From an optimization exercise on the open Yosys and OpenROAD flow, aimed at small area, a short achievable clock period and few clock cycles; shortcuts taken in it are not production practice. Function was checked by simulation only, so behaviour that the tests miss may differ from the original. Power is estimated from default activity; no workload was simulated.

==> design.v <==
module vcu_core (
    input  wire        clk,
    input  wire        rst,
    input  wire        cmd_valid,
    output wire        cmd_ready,
    input  wire [31:0] cmd_data,
    output wire        rsp_valid,
    input  wire        rsp_ready,
    output wire [31:0] rsp_data,
    output reg         evt_valid,
    output reg  [31:0] evt_data
);
    localparam [31:0] BASE_DOC = 32'h94FF0000;
    localparam [31:0] BASE_DOR = 32'h94FF0800;
    localparam [31:0] BASE_DIR = 32'h94FF0A00;
    localparam [31:0] BASE_AIR = 32'h94FF0D00;
    localparam [31:0] SENTINEL = 32'hFFFFFFFF;
    localparam [31:0] PHASE_TICKS = 32'd500;
    localparam [31:0] DEBOUNCE_TICKS = 32'd20;
    localparam [6:0] P_DUTY   = 7'd100;
    localparam [7:0] LAMP_OFF = {P_DUTY, 1'b0};
    localparam [7:0] LAMP_ON  = {P_DUTY, 1'b1};
    localparam integer P_ROWS   = 2;
    localparam integer P_COLS   = 7;
    localparam integer P_STRIDE = 9;
    localparam [7:0] OP_CLR    = 8'h01;
    localparam [7:0] OP_LOAD   = 8'h02;
    localparam [7:0] OP_PUT    = 8'h03;
    localparam [7:0] OP_GET    = 8'h04;
    localparam [7:0] OP_READ   = 8'h05;
    localparam [7:0] OP_ID     = 8'h06;
    localparam [7:0] OP_LOCATE = 8'h07;
    localparam [7:0] OP_WIREID = 8'h08;
    localparam [7:0] OP_ENQ    = 8'h10;
    localparam [7:0] OP_PULL   = 8'h18;
    localparam [7:0] OP_RESULT = 8'h19;
    localparam [7:0] OP_MAPWR  = 8'h20;
    localparam [7:0] OP_COMMIT = 8'h21;
    localparam [7:0] OP_RX     = 8'h22;
    localparam [7:0] OP_TICK   = 8'h30;
    localparam [7:0] OP_EDGE   = 8'h40;
    localparam [7:0] OP_TASK   = 8'h41;
    localparam [7:0] OP_REG    = 8'hF0;
    localparam [7:0] S_OK      = 8'd0;
    localparam [7:0] S_FULL    = 8'd1;
    localparam [7:0] S_EMPTY   = 8'd2;
    localparam [7:0] S_ILLEGAL = 8'd3;
    localparam [7:0] S_LOCKED  = 8'd4;
    localparam [7:0] S_CFG     = 8'd5;
    localparam [7:0] S_NOTRUN  = 8'd6;
    localparam [7:0] S_TXFAIL  = 8'd7;
    localparam [7:0] S_TXIDLE  = 8'd8;
    localparam [2:0] ST_CMD   = 3'd0;
    localparam [2:0] ST_DATA  = 3'd1;
    localparam [2:0] ST_EXEC  = 3'd2;
    localparam [2:0] ST_RXEV  = 3'd3;
    localparam [2:0] ST_BPH   = 3'd4;
    localparam [2:0] ST_BLAMP = 3'd5;
    localparam [2:0] ST_RSP   = 3'd6;
    reg        ctrl_run, ctrl_locked, ctrl_fatal;
    reg [8:0]  errflags;
    reg [4:0]  map_idx [0:11];
    reg [11:0] map_en;
    reg [63:0] cdc;
    reg [3:0]  head, tail;
    reg [31:0] q_id [0:15];
    reg [63:0] q_pl [0:15];
    reg [15:0] drops, txfails;
    reg        hold_valid;
    reg [31:0] hold_id;
    reg [63:0] hold_pl;
    reg [6:0]  isv_dig;
    reg [13:0] isv_speed;
    reg [31:0] tick, last;
    reg [7:0]  shadow [0:31];
    reg [31:0] now_ms, start;
    reg [1:0]  sstate;
    reg [3:0]  row_idx, col_idx, scan_col;
    reg [1:0]  irq_en;
    reg [15:0] toggle;
    reg [2:0]  state;
    reg [31:0] cw;
    reg [31:0] dw0, dw1, dw2;
    reg [1:0]  dcnt;
    reg [31:0] rbuf [0:4];
    reg [2:0]  rcnt, ridx;
    reg [3:0]  ev_sid;
    reg [6:0]  prev_dig;
    reg [13:0] prev_speed;
    reg        rx_restart;
    reg [1:0]  lamp_k;
    reg        blink_on;
    reg [1:0]  blink_st;
    integer i;
    wire [7:0] opc = cw[31:24];
    wire [1:0] f_kind = cw[1:0];
    wire [2:0] f_slot = cw[4:2];
    wire [4:0] f_i    = cw[6:2];
    wire [3:0] f_sid  = cw[3:0];
    wire [4:0] f_idx  = cw[8:4];
    wire       f_en   = cw[9];
    wire [3:0] f_row  = cw[3:0];
    wire [1:0] f_res  = cw[1:0];
    wire [7:0] f_regno = cw[7:0];
    function [1:0] num_dw;
        input [7:0] op;
        begin
            case (op)
                OP_LOAD:   num_dw = 2'd2;
                OP_PUT:    num_dw = 2'd3;
                OP_WIREID: num_dw = 2'd1;
                OP_ENQ:    num_dw = 2'd3;
                OP_RX:     num_dw = 2'd3;
                OP_TASK:   num_dw = 2'd1;
                default:   num_dw = 2'd0;
            endcase
        end
    endfunction
    reg known_op;
    reg rsvd_bad;
    always @(*) begin
        known_op = 1'b1;
        rsvd_bad = 1'b0;
        case (opc)
            OP_CLR, OP_LOAD, OP_READ, OP_WIREID, OP_ENQ, OP_PULL,
            OP_COMMIT, OP_RX, OP_TICK, OP_TASK:
                rsvd_bad = |cw[23:0];
            OP_PUT, OP_GET, OP_ID:
                rsvd_bad = |cw[23:5];
            OP_LOCATE:
                rsvd_bad = |cw[23:7];
            OP_MAPWR:
                rsvd_bad = |cw[23:10];
            OP_EDGE:
                rsvd_bad = |cw[23:4];
            OP_RESULT:
                rsvd_bad = |cw[23:2];
            OP_REG:
                rsvd_bad = |cw[23:8];
            default:
                known_op = 1'b0;
        endcase
    end
    wire       kind_byte = ~f_kind[0];
    function [31:0] kind_base;
        input [1:0] k;
        begin
            case (k)
                2'd0: kind_base = BASE_DOC;
                2'd1: kind_base = BASE_DOR;
                2'd2: kind_base = BASE_DIR;
                default: kind_base = BASE_AIR;
            endcase
        end
    endfunction
    function [31:0] frame_id;
        input [1:0] k;
        input [2:0] n;
        begin
            frame_id = kind_base(k) + {24'd0, n, 5'd0};
        end
    endfunction
    function [7:0] pbyte;
        input [63:0] p;
        input [2:0]  k;
        begin
            pbyte = p[k*8 +: 8];
        end
    endfunction
    function dig_bit;
        input [63:0] p;
        input [2:0]  k;
        begin
            dig_bit = p[k*8];
        end
    endfunction
    function [15:0] rec_word;
        input [63:0] p;
        input [1:0]  k;
        input [2:0]  s;
        begin
            if (~k[0])
                rec_word = {8'd0, pbyte(p, s)};
            else
                rec_word = {pbyte(p, {s[1:0], 1'b1}), pbyte(p, {s[1:0], 1'b0})};
        end
    endfunction
    reg [31:0] get_f0, get_f1, get_f2;
    always @(*) begin : codec_get
        reg [15:0] w;
        w = rec_word(cdc, f_kind, f_slot);
        get_f0 = 32'd0;
        get_f1 = 32'd0;
        get_f2 = 32'd0;
        case (f_kind)
            2'd0: begin
                get_f0 = {31'd0, w[0]};
                get_f1 = {25'd0, w[7:1]};
            end
            2'd1: begin
                get_f0 = {31'd0, w[0]};
                get_f1 = {29'd0, w[3:1]};
                get_f2 = {20'd0, w[15:4]};
            end
            2'd2: begin
                get_f0 = {31'd0, w[0]};
                get_f1 = {27'd0, w[5:1]};
                get_f2 = {30'd0, w[7:6]};
            end
            default: begin
                get_f0 = {18'd0, w[13:0]};
                get_f1 = {30'd0, w[15:14]};
            end
        endcase
    end
    reg [63:0] put_cdc;
    always @(*) begin : codec_put
        reg [15:0] w;
        case (f_kind)
            2'd0: w = {8'd0, dw1[6:0], dw0[0]};
            2'd1: w = {dw2[11:0], dw1[2:0], dw0[0]};
            2'd2: w = {8'd0, dw2[1:0], dw1[4:0], dw0[0]};
            default: w = {dw1[1:0], dw0[13:0]};
        endcase
        put_cdc = cdc;
        if (kind_byte) begin
            put_cdc[f_slot*8 +: 8] = w[7:0];
        end else begin
            put_cdc[f_slot[1:0]*16 +: 16] = w;
        end
    end
    wire slot_bad  = ~kind_byte & f_slot[2];
    wire frame_bad = kind_byte & f_slot[2];
    wire [2:0] loc_n = kind_byte ? {1'b0, f_i[4:3]} : f_i[4:2];
    wire [2:0] loc_s = kind_byte ? f_i[2:0] : {1'b0, f_i[1:0]};
    wire [3:0] head_inc = head + 4'd1;
    wire       fifo_empty = (head == tail);
    wire       fifo_full  = (head_inc == tail);
    wire [3:0] fifo_count = head - tail;
    wire [63:0] rx_pl = {dw2, dw1};
    reg [7:0]  rx_match;
    reg [6:0]  rx_dig;
    reg [13:0] rx_speed;
    reg        rx_ign;
    always @(*) begin : dispatch
        integer s;
        for (s = 0; s < 7; s = s + 1)
            rx_match[s] = map_en[s] &&
                (dw0 == frame_id(2'd2, {1'b0, map_idx[s][4:3]}));
        rx_match[7] = map_en[7] && (dw0 == frame_id(2'd3, map_idx[7][4:2]));
        rx_ign = rx_match[0] ? dig_bit(rx_pl, map_idx[0][2:0]) : isv_dig[0];
        rx_dig = isv_dig;
        rx_dig[0] = rx_ign;
        for (s = 1; s < 7; s = s + 1)
            if (rx_match[s] && rx_ign)
                rx_dig[s] = dig_bit(rx_pl, map_idx[s][2:0]);
        rx_speed = isv_speed;
        if (rx_match[7])
            rx_speed = rec_word(rx_pl, 2'd3, {1'b0, map_idx[7][1:0]});
    end
    wire rx_act_prev = |isv_dig[3:1];
    wire rx_act_next = |rx_dig[3:1];
    wire rx_rise = |(~isv_dig[3:1] & rx_dig[3:1]);
    wire rx_fall = rx_act_prev & ~rx_act_next;
    reg commit_ok;
    always @(*) begin : commit_chk
        integer a, b;
        reg dup_in, dup_out;
        dup_in = 1'b0;
        dup_out = 1'b0;
        for (a = 0; a < 7; a = a + 1)
            for (b = a + 1; b < 7; b = b + 1)
                if (map_en[a] && map_en[b] && map_idx[a] == map_idx[b])
                    dup_in = 1'b1;
        for (a = 8; a < 12; a = a + 1)
            for (b = a + 1; b < 12; b = b + 1)
                if (map_en[a] && map_en[b] && map_idx[a] == map_idx[b])
                    dup_out = 1'b1;
        commit_ok = (|map_en[6:0]) && (|map_en[11:8]) && !dup_in && !dup_out;
    end
    wire [1:0] bstate = isv_dig[3] ? 2'd3 :
                        isv_dig[1] ? 2'd1 :
                        isv_dig[2] ? 2'd2 : 2'd0;
    wire [31:0] phase = tick / PHASE_TICKS;
    wire [3:0] lamp_sid = {2'b10, lamp_k};
    wire [4:0] lamp_x   = map_idx[lamp_sid];
    wire       lamp_act = lamp_k[1] ? (blink_st == 2'd3 || blink_st == 2'd2)
                                    : (blink_st == 2'd3 || blink_st == 2'd1);
    wire [7:0] lamp_v   = (lamp_act && blink_on) ? LAMP_ON : LAMP_OFF;
    wire       lamp_chg = map_en[lamp_sid] && (shadow[lamp_x] != lamp_v);
    reg [63:0] lamp_pl;
    always @(*) begin : lamp_frame
        integer b;
        for (b = 0; b < 8; b = b + 1)
            lamp_pl[b*8 +: 8] = (b[2:0] == lamp_x[2:0]) ? lamp_v
                                : shadow[{lamp_x[4:3], b[2:0]}];
    end
    wire [31:0] elapsed = now_ms - start;
    wire [6:0]  row_keys = row_idx[0] ? dw0[13:7] : dw0[6:0];
    reg        scan_found;
    reg [3:0]  scan_c;
    always @(*) begin : col_scan
        integer c;
        scan_found = 1'b0;
        scan_c = 4'd0;
        for (c = P_COLS - 1; c >= 0; c = c - 1)
            if (row_keys[c]) begin
                scan_found = 1'b1;
                scan_c = c[3:0];
            end
    end
    wire [3:0] scan_cell = (row_idx[0] ? P_STRIDE[3:0] : 4'd0) + scan_c;
    wire       still_pressed = row_keys[col_idx[2:0]];
    reg [31:0] reg_val;
    reg        reg_bad;
    always @(*) begin : regread
        reg_val = 32'd0;
        reg_bad = 1'b0;
        casez (f_regno)
            8'h00: reg_val = {29'd0, ctrl_fatal, ctrl_locked, ctrl_run};
            8'h01: reg_val = {23'd0, errflags};
            8'h02: reg_val = {12'd0, fifo_count, 4'd0, tail, head,
                              2'd0, fifo_full, fifo_empty};
            8'h03: reg_val = {16'd0, drops};
            8'h04: reg_val = {31'd0, hold_valid};
            8'h05: reg_val = {16'd0, txfails};
            8'h06: reg_val = hold_id;
            8'h07: reg_val = hold_pl[31:0];
            8'h08: reg_val = hold_pl[63:32];
            8'h09: reg_val = cdc[31:0];
            8'h0A: reg_val = cdc[63:32];
            8'h0B: reg_val = {25'd0, isv_dig};
            8'h0C: reg_val = {18'd0, isv_speed};
            8'h0D: reg_val = tick;
            8'h0E: reg_val = last;
            8'h0F: begin
                reg_val[1:0] = bstate;
                for (i = 0; i < 4; i = i + 1)
                    reg_val[8 + i] = map_en[8 + i] & shadow[map_idx[8 + i]][0];
            end
            8'h10: reg_val = now_ms;
            8'h11: reg_val = {16'd0, scan_col, col_idx, row_idx, 2'd0, sstate};
            8'h12: reg_val = start;
            8'h13: reg_val = {30'd0, irq_en};
            8'h14: reg_val = {16'd0, toggle};
            8'h2?: begin
                if (f_regno[3:2] == 2'b11)
                    reg_bad = 1'b1;
                else
                    reg_val = {23'd0, map_en[f_regno[3:0]], 3'd0, map_idx[f_regno[3:0]]};
            end
            8'h3?: begin
                if (!f_regno[3])
                    reg_val = {shadow[{f_regno[2:0], 2'd3}], shadow[{f_regno[2:0], 2'd2}],
                               shadow[{f_regno[2:0], 2'd1}], shadow[{f_regno[2:0], 2'd0}]};
                else if (!f_regno[2])
                    reg_val = {7'd0, toggle[{f_regno[1:0], 2'd3}],
                               7'd0, toggle[{f_regno[1:0], 2'd2}],
                               7'd0, toggle[{f_regno[1:0], 2'd1}],
                               7'd0, toggle[{f_regno[1:0], 2'd0}]};
            end
            default: reg_bad = 1'b1;
        endcase
    end
    assign cmd_ready = (state == ST_CMD) || (state == ST_DATA);
    assign rsp_valid = (state == ST_RSP);
    assign rsp_data  = rbuf[ridx];
    always @(posedge clk) begin
        if (rst) begin
            state       <= ST_CMD;
            cw          <= 32'd0;
            dw0         <= 32'd0;
            dw1         <= 32'd0;
            dw2         <= 32'd0;
            dcnt        <= 2'd0;
            rcnt        <= 3'd0;
            ridx        <= 3'd0;
            ev_sid      <= 4'd0;
            prev_dig    <= 7'd0;
            prev_speed  <= 14'd0;
            rx_restart  <= 1'b0;
            lamp_k      <= 2'd0;
            blink_on    <= 1'b0;
            blink_st    <= 2'd0;
            evt_valid   <= 1'b0;
            evt_data    <= 32'd0;
            for (i = 0; i < 5; i = i + 1)
                rbuf[i] <= 32'd0;
            ctrl_run    <= 1'b0;
            ctrl_locked <= 1'b0;
            ctrl_fatal  <= 1'b0;
            errflags    <= 9'd0;
            map_en      <= 12'd0;
            for (i = 0; i < 12; i = i + 1)
                map_idx[i] <= 5'd0;
            cdc         <= 64'd0;
            head        <= 4'd0;
            tail        <= 4'd0;
            drops       <= 16'd0;
            txfails     <= 16'd0;
            hold_valid  <= 1'b0;
            hold_id     <= 32'd0;
            hold_pl     <= 64'd0;
            isv_dig     <= 7'd0;
            isv_speed   <= 14'd0;
            tick        <= 32'd0;
            last        <= SENTINEL;
            for (i = 0; i < 32; i = i + 1)
                shadow[i] <= 8'd0;
            now_ms      <= 32'd0;
            start       <= 32'd0;
            sstate      <= 2'd0;
            row_idx     <= 4'd0;
            col_idx     <= 4'd0;
            scan_col    <= 4'd0;
            irq_en      <= 2'b11;
            toggle      <= 16'd0;
        end else begin
            evt_valid <= 1'b0;
            case (state)
                ST_CMD: begin
                    if (cmd_valid) begin
                        cw   <= cmd_data;
                        dcnt <= 2'd0;
                        if (num_dw(cmd_data[31:24]) == 2'd0)
                            state <= ST_EXEC;
                        else
                            state <= ST_DATA;
                    end
                end
                ST_DATA: begin
                    if (cmd_valid) begin
                        case (dcnt)
                            2'd0: dw0 <= cmd_data;
                            2'd1: dw1 <= cmd_data;
                            default: dw2 <= cmd_data;
                        endcase
                        dcnt <= dcnt + 2'd1;
                        if (dcnt + 2'd1 == num_dw(opc))
                            state <= ST_EXEC;
                    end
                end
                ST_EXEC: begin
                    ridx  <= 3'd0;
                    rcnt  <= 3'd1;
                    rbuf[0] <= {24'd0, S_OK};
                    state <= ST_RSP;
                    if (!known_op || rsvd_bad) begin
                        rbuf[0] <= {24'd0, S_ILLEGAL};
                        errflags[S_ILLEGAL] <= 1'b1;
                    end else begin
                        case (opc)
                            OP_CLR: cdc <= 64'd0;
                            OP_LOAD: cdc <= {dw1, dw0};
                            OP_PUT: begin
                                if (slot_bad) begin
                                    rbuf[0] <= {24'd0, S_ILLEGAL};
                                    errflags[S_ILLEGAL] <= 1'b1;
                                end else begin
                                    cdc <= put_cdc;
                                end
                            end
                            OP_GET: begin
                                if (slot_bad) begin
                                    rbuf[0] <= {24'd0, S_ILLEGAL};
                                    errflags[S_ILLEGAL] <= 1'b1;
                                end else begin
                                    rbuf[1] <= get_f0;
                                    rbuf[2] <= get_f1;
                                    rbuf[3] <= get_f2;
                                    rcnt    <= 3'd4;
                                end
                            end
                            OP_READ: begin
                                rbuf[1] <= cdc[31:0];
                                rbuf[2] <= cdc[63:32];
                                rcnt    <= 3'd3;
                            end
                            OP_ID: begin
                                if (frame_bad) begin
                                    rbuf[0] <= {24'd0, S_ILLEGAL};
                                    errflags[S_ILLEGAL] <= 1'b1;
                                end else begin
                                    rbuf[1] <= frame_id(f_kind, f_slot);
                                    rcnt    <= 3'd2;
                                end
                            end
                            OP_LOCATE: begin
                                rbuf[1] <= {29'd0, loc_n};
                                rbuf[2] <= {29'd0, loc_s};
                                rbuf[3] <= frame_id(f_kind, loc_n);
                                rcnt    <= 3'd4;
                            end
                            OP_WIREID: begin
                                rbuf[1] <= dw0[31] ? {3'd0, dw0[28:0]} : {21'd0, dw0[10:0]};
                                rbuf[2] <= {31'd0, dw0[31]};
                                rcnt    <= 3'd3;
                            end
                            OP_ENQ: begin
                                if (fifo_full) begin
                                    rbuf[0] <= {24'd0, S_FULL};
                                    errflags[S_FULL] <= 1'b1;
                                    if (drops != 16'hFFFF)
                                        drops <= drops + 16'd1;
                                end else begin
                                    q_id[head] <= dw0;
                                    q_pl[head] <= {dw2, dw1};
                                    head <= head_inc;
                                end
                            end
                            OP_PULL: begin
                                if (hold_valid) begin
                                    rbuf[1] <= hold_id[31] ? {3'd0, hold_id[28:0]}
                                                           : {21'd0, hold_id[10:0]};
                                    rbuf[2] <= {31'd0, hold_id[31]};
                                    rbuf[3] <= hold_pl[31:0];
                                    rbuf[4] <= hold_pl[63:32];
                                    rcnt    <= 3'd5;
                                end else if (fifo_empty) begin
                                    rbuf[0] <= {24'd0, S_EMPTY};
                                end else begin
                                    hold_valid <= 1'b1;
                                    hold_id    <= q_id[tail];
                                    hold_pl    <= q_pl[tail];
                                    tail       <= tail + 4'd1;
                                    rbuf[1] <= q_id[tail][31] ? {3'd0, q_id[tail][28:0]}
                                                              : {21'd0, q_id[tail][10:0]};
                                    rbuf[2] <= {31'd0, q_id[tail][31]};
                                    rbuf[3] <= q_pl[tail][31:0];
                                    rbuf[4] <= q_pl[tail][63:32];
                                    rcnt    <= 3'd5;
                                end
                            end
                            OP_RESULT: begin
                                if (f_res == 2'd3) begin
                                    rbuf[0] <= {24'd0, S_ILLEGAL};
                                    errflags[S_ILLEGAL] <= 1'b1;
                                end else if (!hold_valid) begin
                                    rbuf[0] <= {24'd0, S_TXIDLE};
                                    errflags[S_TXIDLE] <= 1'b1;
                                end else if (f_res == 2'd0) begin
                                    hold_valid <= 1'b0;
                                end else if (f_res == 2'd2) begin
                                    hold_valid <= 1'b0;
                                    if (txfails != 16'hFFFF)
                                        txfails <= txfails + 16'd1;
                                    rbuf[0] <= {24'd0, S_TXFAIL};
                                    errflags[S_TXFAIL] <= 1'b1;
                                end
                            end
                            OP_MAPWR: begin
                                if (ctrl_locked) begin
                                    rbuf[0] <= {24'd0, S_LOCKED};
                                    errflags[S_LOCKED] <= 1'b1;
                                end else if (f_sid >= 4'd12) begin
                                    rbuf[0] <= {24'd0, S_ILLEGAL};
                                    errflags[S_ILLEGAL] <= 1'b1;
                                end else begin
                                    map_idx[f_sid] <= f_idx;
                                    map_en[f_sid]  <= f_en;
                                end
                            end
                            OP_COMMIT: begin
                                if (ctrl_locked) begin
                                    rbuf[0] <= {24'd0, S_LOCKED};
                                    errflags[S_LOCKED] <= 1'b1;
                                end else begin
                                    ctrl_locked <= 1'b1;
                                    if (commit_ok) begin
                                        ctrl_run <= 1'b1;
                                    end else begin
                                        ctrl_fatal <= 1'b1;
                                        rbuf[0] <= {24'd0, S_CFG};
                                        errflags[S_CFG] <= 1'b1;
                                    end
                                end
                            end
                            OP_RX: begin
                                if (!ctrl_run) begin
                                    rbuf[0] <= {24'd0, S_NOTRUN};
                                    errflags[S_NOTRUN] <= 1'b1;
                                end else begin
                                    prev_dig   <= isv_dig;
                                    prev_speed <= isv_speed;
                                    isv_dig    <= rx_dig;
                                    isv_speed  <= rx_speed;
                                    rx_restart <= rx_rise | rx_fall;
                                    if (rx_rise | rx_fall) begin
                                        tick <= 32'd0;
                                        last <= SENTINEL;
                                    end
                                    ev_sid <= 4'd0;
                                    state  <= ST_RXEV;
                                end
                            end
                            OP_TICK: begin
                                tick   <= tick + 32'd1;
                                now_ms <= now_ms + 32'd1;
                                if (ctrl_run)
                                    state <= ST_BPH;
                            end
                            OP_EDGE: begin
                                if (!ctrl_run) begin
                                    rbuf[0] <= {24'd0, S_NOTRUN};
                                    errflags[S_NOTRUN] <= 1'b1;
                                end else if (f_row >= P_ROWS) begin
                                    rbuf[0] <= {24'd0, S_ILLEGAL};
                                    errflags[S_ILLEGAL] <= 1'b1;
                                end else if (irq_en[f_row[0]] && sstate == 2'd0) begin
                                    row_idx <= f_row;
                                    start   <= now_ms;
                                    irq_en[f_row[0]] <= 1'b0;
                                    sstate  <= 2'd1;
                                end
                            end
                            OP_TASK: begin
                                if (!ctrl_run) begin
                                    rbuf[0] <= {24'd0, S_NOTRUN};
                                    errflags[S_NOTRUN] <= 1'b1;
                                end else begin
                                    if (sstate == 2'd1) begin
                                        if (elapsed >= DEBOUNCE_TICKS) begin
                                            if (scan_found) begin
                                                col_idx <= scan_c;
                                                toggle[scan_cell] <= ~toggle[scan_cell];
                                                sstate  <= 2'd2;
                                            end else begin
                                                irq_en[row_idx[0]] <= 1'b1;
                                                sstate <= 2'd0;
                                            end
                                        end
                                    end else if (sstate == 2'd2) begin
                                        if (!still_pressed) begin
                                            irq_en[row_idx[0]] <= 1'b1;
                                            sstate <= 2'd0;
                                        end
                                    end
                                    scan_col <= (scan_col == P_COLS - 1) ? 4'd0
                                                                         : scan_col + 4'd1;
                                end
                            end
                            OP_REG: begin
                                if (reg_bad) begin
                                    rbuf[0] <= {24'd0, S_ILLEGAL};
                                    errflags[S_ILLEGAL] <= 1'b1;
                                end else begin
                                    rbuf[1] <= reg_val;
                                    rcnt    <= 3'd2;
                                end
                            end
                            default: ;
                        endcase
                    end
                end
                ST_RXEV: begin
                    if (ev_sid == 4'd7) begin
                        if (prev_speed != isv_speed) begin
                            evt_valid <= 1'b1;
                            evt_data  <= {2'd0, isv_speed, 12'd0, 4'd7};
                        end
                        state <= rx_restart ? ST_BPH : ST_RSP;
                    end else begin
                        if (prev_dig[ev_sid[2:0]] != isv_dig[ev_sid[2:0]]) begin
                            evt_valid <= 1'b1;
                            evt_data  <= {15'd0, isv_dig[ev_sid[2:0]], 12'd0, ev_sid};
                        end
                    end
                    ev_sid <= ev_sid + 4'd1;
                end
                ST_BPH: begin
                    if (phase == last) begin
                        state <= ST_RSP;
                    end else begin
                        last     <= phase;
                        blink_on <= ~phase[0];
                        blink_st <= bstate;
                        lamp_k   <= 2'd0;
                        state    <= ST_BLAMP;
                    end
                end
                ST_BLAMP: begin
                    if (lamp_chg) begin
                        shadow[lamp_x] <= lamp_v;
                        evt_valid <= 1'b1;
                        evt_data  <= {8'd0, lamp_v, 12'd0, lamp_sid};
                        if (fifo_full) begin
                            errflags[S_FULL] <= 1'b1;
                            if (drops != 16'hFFFF)
                                drops <= drops + 16'd1;
                        end else begin
                            q_id[head] <= frame_id(2'd0, {1'b0, lamp_x[4:3]});
                            q_pl[head] <= lamp_pl;
                            head <= head_inc;
                        end
                    end
                    lamp_k <= lamp_k + 2'd1;
                    if (lamp_k == 2'd3)
                        state <= ST_RSP;
                end
                ST_RSP: begin
                    if (rsp_ready) begin
                        ridx <= ridx + 3'd1;
                        if (ridx + 3'd1 == rcnt)
                            state <= ST_CMD;
                    end
                end
                default: state <= ST_CMD;
            endcase
        end
    end
endmodule
==> run.sh <==
#!/bin/bash
# synth_recipe.tcl (not shown) runs the flow's synth.tcl, then flattens the netlist and writes it again
# the make line also repeats each setting of config.mk as NAME=value (left out here)
make -C /OpenROAD-flow-scripts/flow DESIGN_CONFIG=/design/flow/config.mk WORK_HOME=/design/flow/orfs CLKGATE_MAP_FILE= SYNTH_SCRIPT=/design/flow/synth_recipe.tcl finish
==> config.mk <==
export PLATFORM = sky130hd
export DESIGN_NAME = vcu_core
export DESIGN_NICKNAME = vcu_core
export VERILOG_FILES = /design/flow/design.v
export SDC_FILE = /design/flow/constraint.sdc
export NUM_CORES = 4
export LEC_CHECK = 0
export CAP_MARGIN = 20
export CORE_MARGIN = 2
export CORE_UTILIZATION = 40
export SLEW_MARGIN = 20
==> constraint.sdc <==
create_clock -name core_clock -period 25.0 [get_ports {clk}]
set_input_delay 5.0000 -clock core_clock [delete_from_list [all_inputs] [get_ports {clk}]]
set_output_delay 5.0000 -clock core_clock [all_outputs]
set_load 0.01 [all_outputs]
==> out/metrics.csv <==
stage,metric,value,unit
route,drtPass1Iterations,9,
power,leakagePower,37.7,nW
outcome,status,timing/DRC/antenna clean,
route,drc,0,
cells_and_area,final_nets,9454,
yosys,synth_top_area_cell,edfxtp_1,
placement,port_buffers,88,
sta,finalCriticalPeriod,22060,ps
yosys,ys_seq_area_share,55.6,%
grt,grt_pass1_vias,81726,
route,drt_wl_total,440000,um
yosys,synth_top_cell_area_share,42.6,%
route,wire_per_inst,32.7,um
yosys,yosysWarningCount,2,
setup_path,crit_fanout,51,
cells_and_area,final_common_cell,edfxtp_1,
setup_path,start_kind,flip-flop,
grt,grt_overflow,0,
clock_network,htree_num_levels,5,
placement,globalplace.congestion,1.01,
sta,fin_tns_setup,0,ps
grt,track_usage,29.1,%
sta,max_freq,45.3,MHz
clock_network,cts-resized-gates,0,
floorplanning,core,289000,um2
setup_path,crit_path_end_kind,flip-flop,
grt,antenna_found_initial,42,
clock_network,root_buffer,clkbuf_16,
floorplanning,start_util,40.3,%
floorplanning,fp.dieH,543,um
route,ant_nets,0,
yosys,synth_cells,9488,
sta,setup_viol,0,
yosys,synth-edff-count,1648,
grt,grt_pass1_wl,619000,um
setup_path,worstPathArrival,22780,ps
setup_path,critPathKind,reg2reg,
setup_path,cpMaxStageDelayCell,a31oi_2,
setup_path,max_stage_delay,860,ps
placement,postPlaceCellArea,121000,um2
min_path,worstHoldPathType,reg2reg,
cells_and_area,drive_above_1_share,15.3,%
min_path,hold_depth,2,
power,ir_drop,0.0000467,V
power,power_density,71.2,nW/um2
sta,slew_headroom,14.6,%
yosys,ys_types,135,
clock_network,worstSkewPairLatency,920,ps
sta,drv_slew,0,
cells_and_area,final_cell_mix,"edfxtp_1 (1648), nand2_1 (1016), dfxtp_1 (750)",
grt,grt_max_degree,208,
floorplanning,die_w,543,um
setup_path,reg2reg_depth,61,
cells_and_area,area_growth,11.7,%
setup_path,cp.required,25720,ps
floorplanning,dieArea,295000,um2
sta,rsz0062_at_grt,no,
route,drt_first_iter_violations,12318,
route,vias_per_cell,6.43,
clock_network,cts_buffers,263,
clock_network,clock_path_buffers,4,
sta,timing.hold.ws,451,ps
placement,dpl.hpwl,291000,um
yosys,synthTopCellsByArea,"edfxtp_1 (43%), dfxtp_1 (13%), mux4_2 (12%)",
clock_network,clk_pin_slew,70,ps
clock_network,postCtsSetupBuffers,0,
yosys,synth_area,116000,um2
route,vias,86435,
clock_network,cts_hold_buf,0,
yosys,synthArstFlopShare,0,%
placement,place_inst,12953,
cells_and_area,finalNonFillerCells,13449,
clock_network,clkSinkCount,2406,
sta,worstMarginPinSlew,1280,ps
yosys,yosys_register_bits,2406,
floorplanning,rows,197,
sta,fin_crit_sh,88.2,%
clock_network,cts_tree,built,
job,maxCapViolCount,0,
yosys,avgSynthCellArea,12.3,um2
yosys,ys.flop_type,edfxtp_1,
sta,finalHoldViolations,0,
sta,finalClockSkew,53.8,ps
floorplanning,io_pins,103,
cells_and_area,final_design_area_no_fill,130000,um2
## critical path: cells and delay by family, from the launching register on
kind            cells  cell delay (ps)
flops               1              710
compound gates     29            10890
xor+xnor            5             1470
fa+ha+maj           1              280
simple gates       16             4140
mux                 9             3860
buf+inv             1              470
## final timing paths
kind / from / endpoint / slack (ps)
worst max-delay path: tick[27] / blink_st[0] / 2940
worst min-delay path: rbuf[2][8] / rbuf[2][8] / 450
worst max register to register: tick[27] / blink_st[0] / 2940
worst min register to register: rbuf[2][8] / rbuf[2][8] / 450
## Yosys cell counts, types with 25 or more instances
cell type,count
and3_1,81
a221o_1,26
a22o_1,36
clkbuf_1,598
o21ai_0,216
o211ai_1,58
mux2_2,43
nor3_1,225
and2_1,107
nand4_1,103
nand3_1,223
or3_1,55
a21o_1,85
xor2_1,180
nand2b_1,73
mux4_2,641
mux2i_1,164
inv_1,162
o22ai_1,57
a222oi_1,67
o221ai_1,27
xnor2_1,166
buf_2,30
buf_1,105
nor2_1,725
ha_1,76
a221oi_1,135
dfxtp_1,758
nor4_1,77
a211oi_1,158
a31oi_1,58
nor2b_1,30
a22oi_1,176
o31ai_1,25
a21oi_1,618
nand2_1,1018
edfxtp_1,1648
## kinds of logic after synthesis
logic type	Yosys count	share of synthesized area (%)
xor gates and xnor gates	352	2.70
DFF	2406	55.6
and+or+nand+nor	2817	11.1
adders and majority gates	88	0.940
other	1	0.00323
muxes	856	14.3
AOI/OAI and AO/OA	2042	12.2
buffers and inverters	926	3.10
## routing by layer
metal | vias to the layer above | wire (um) | GRT usage, %
met1 | 43946 | 172000 | 38.5
met5 | - | 96 | 0
met2 | 5118 | 192000 | 43.6
li1 | 36225 | - | -
met4 | 14 | 31800 | 17.8
met3 | 1132 | 44200 | 6.50
## metrics by stage
stage	power (W)	utilization (%)	worst slack [ps]
finish	0.00924	45.0	2940
global placement	0.00539	42.0	3720
detailed placement	0.00540	42.0	3210
floorplan	0.00499	-	8360
global route	0.00946	45.0	988
CTS	0.00924	45.0	3170
## flip-flops by register name, indices dropped and copies added (netlist names), 16 cells and up, named ones only
signal / flops
cw: 32
q_pl: 1024
rbuf: 132
shadow: 64
dw2: 32
cdc: 64
hold_id: 32
dw1: 32
now_ms: 32
hold_pl: 64
map_idx: 80
start: 32
tick: 32
evt_data: 18
last: 25
dw0: 32
q_id: 512
toggle: 16
drops: 16
txfails: 16
## where the power goes
group	switching (W)	total [W]	leakage [nW]	internal (W)
sequential	0.000122	0.00442	19.1	0.00430
clock	0.00167	0.00387	4.10	0.00221
combinational	0.000681	0.000950	14.5	0.000269
## cell type report
class                   instances  area (um2)
clock buffers                 347        7130
diodes                         16        40.0
repair buffers                309        2770
inverters                     171         642
fillers                     25834      159000
flip-flops and latches       2406       64700
well taps                    3880        4850
multi-input cells            6189       48400
clock inverters               131        1310
Testbench counts, summed over its fixed seeds: cycles 436,799.

[port drivers added, routing unchanged]
The results above use ideal ports. As a check the final layout listed here was re-extracted and re-timed, cells and wires unchanged. Step 1: set_driving_cell puts a clkbuf_16 on clk and a buf_2 on each other input, an assumption about the parent block. Step 2 adds t to the input delays and takes it off the output delays; t is the mean of the earliest and latest rising clock arrival at the registers after step 1. Input paths then give back, and output paths get back, about the clock's delay inside the block. a / b / c = ideal ports / drivers / drivers and shift; a / b = the first two.
shift t [ns]: 0.999
setup slack, ns: 2.938 / 2.938 / 2.938
worst hold slack (ns): 0.451 / 0.451 / 0.451
worst setup path after step 2: register to register
clock arrival spread, ns: 0.059 / 0.059
After both steps setup and hold are still met in this run. For this run, drivers alone change the setup slack by 0.000 ns; drivers and shift together by 0.000 ns.
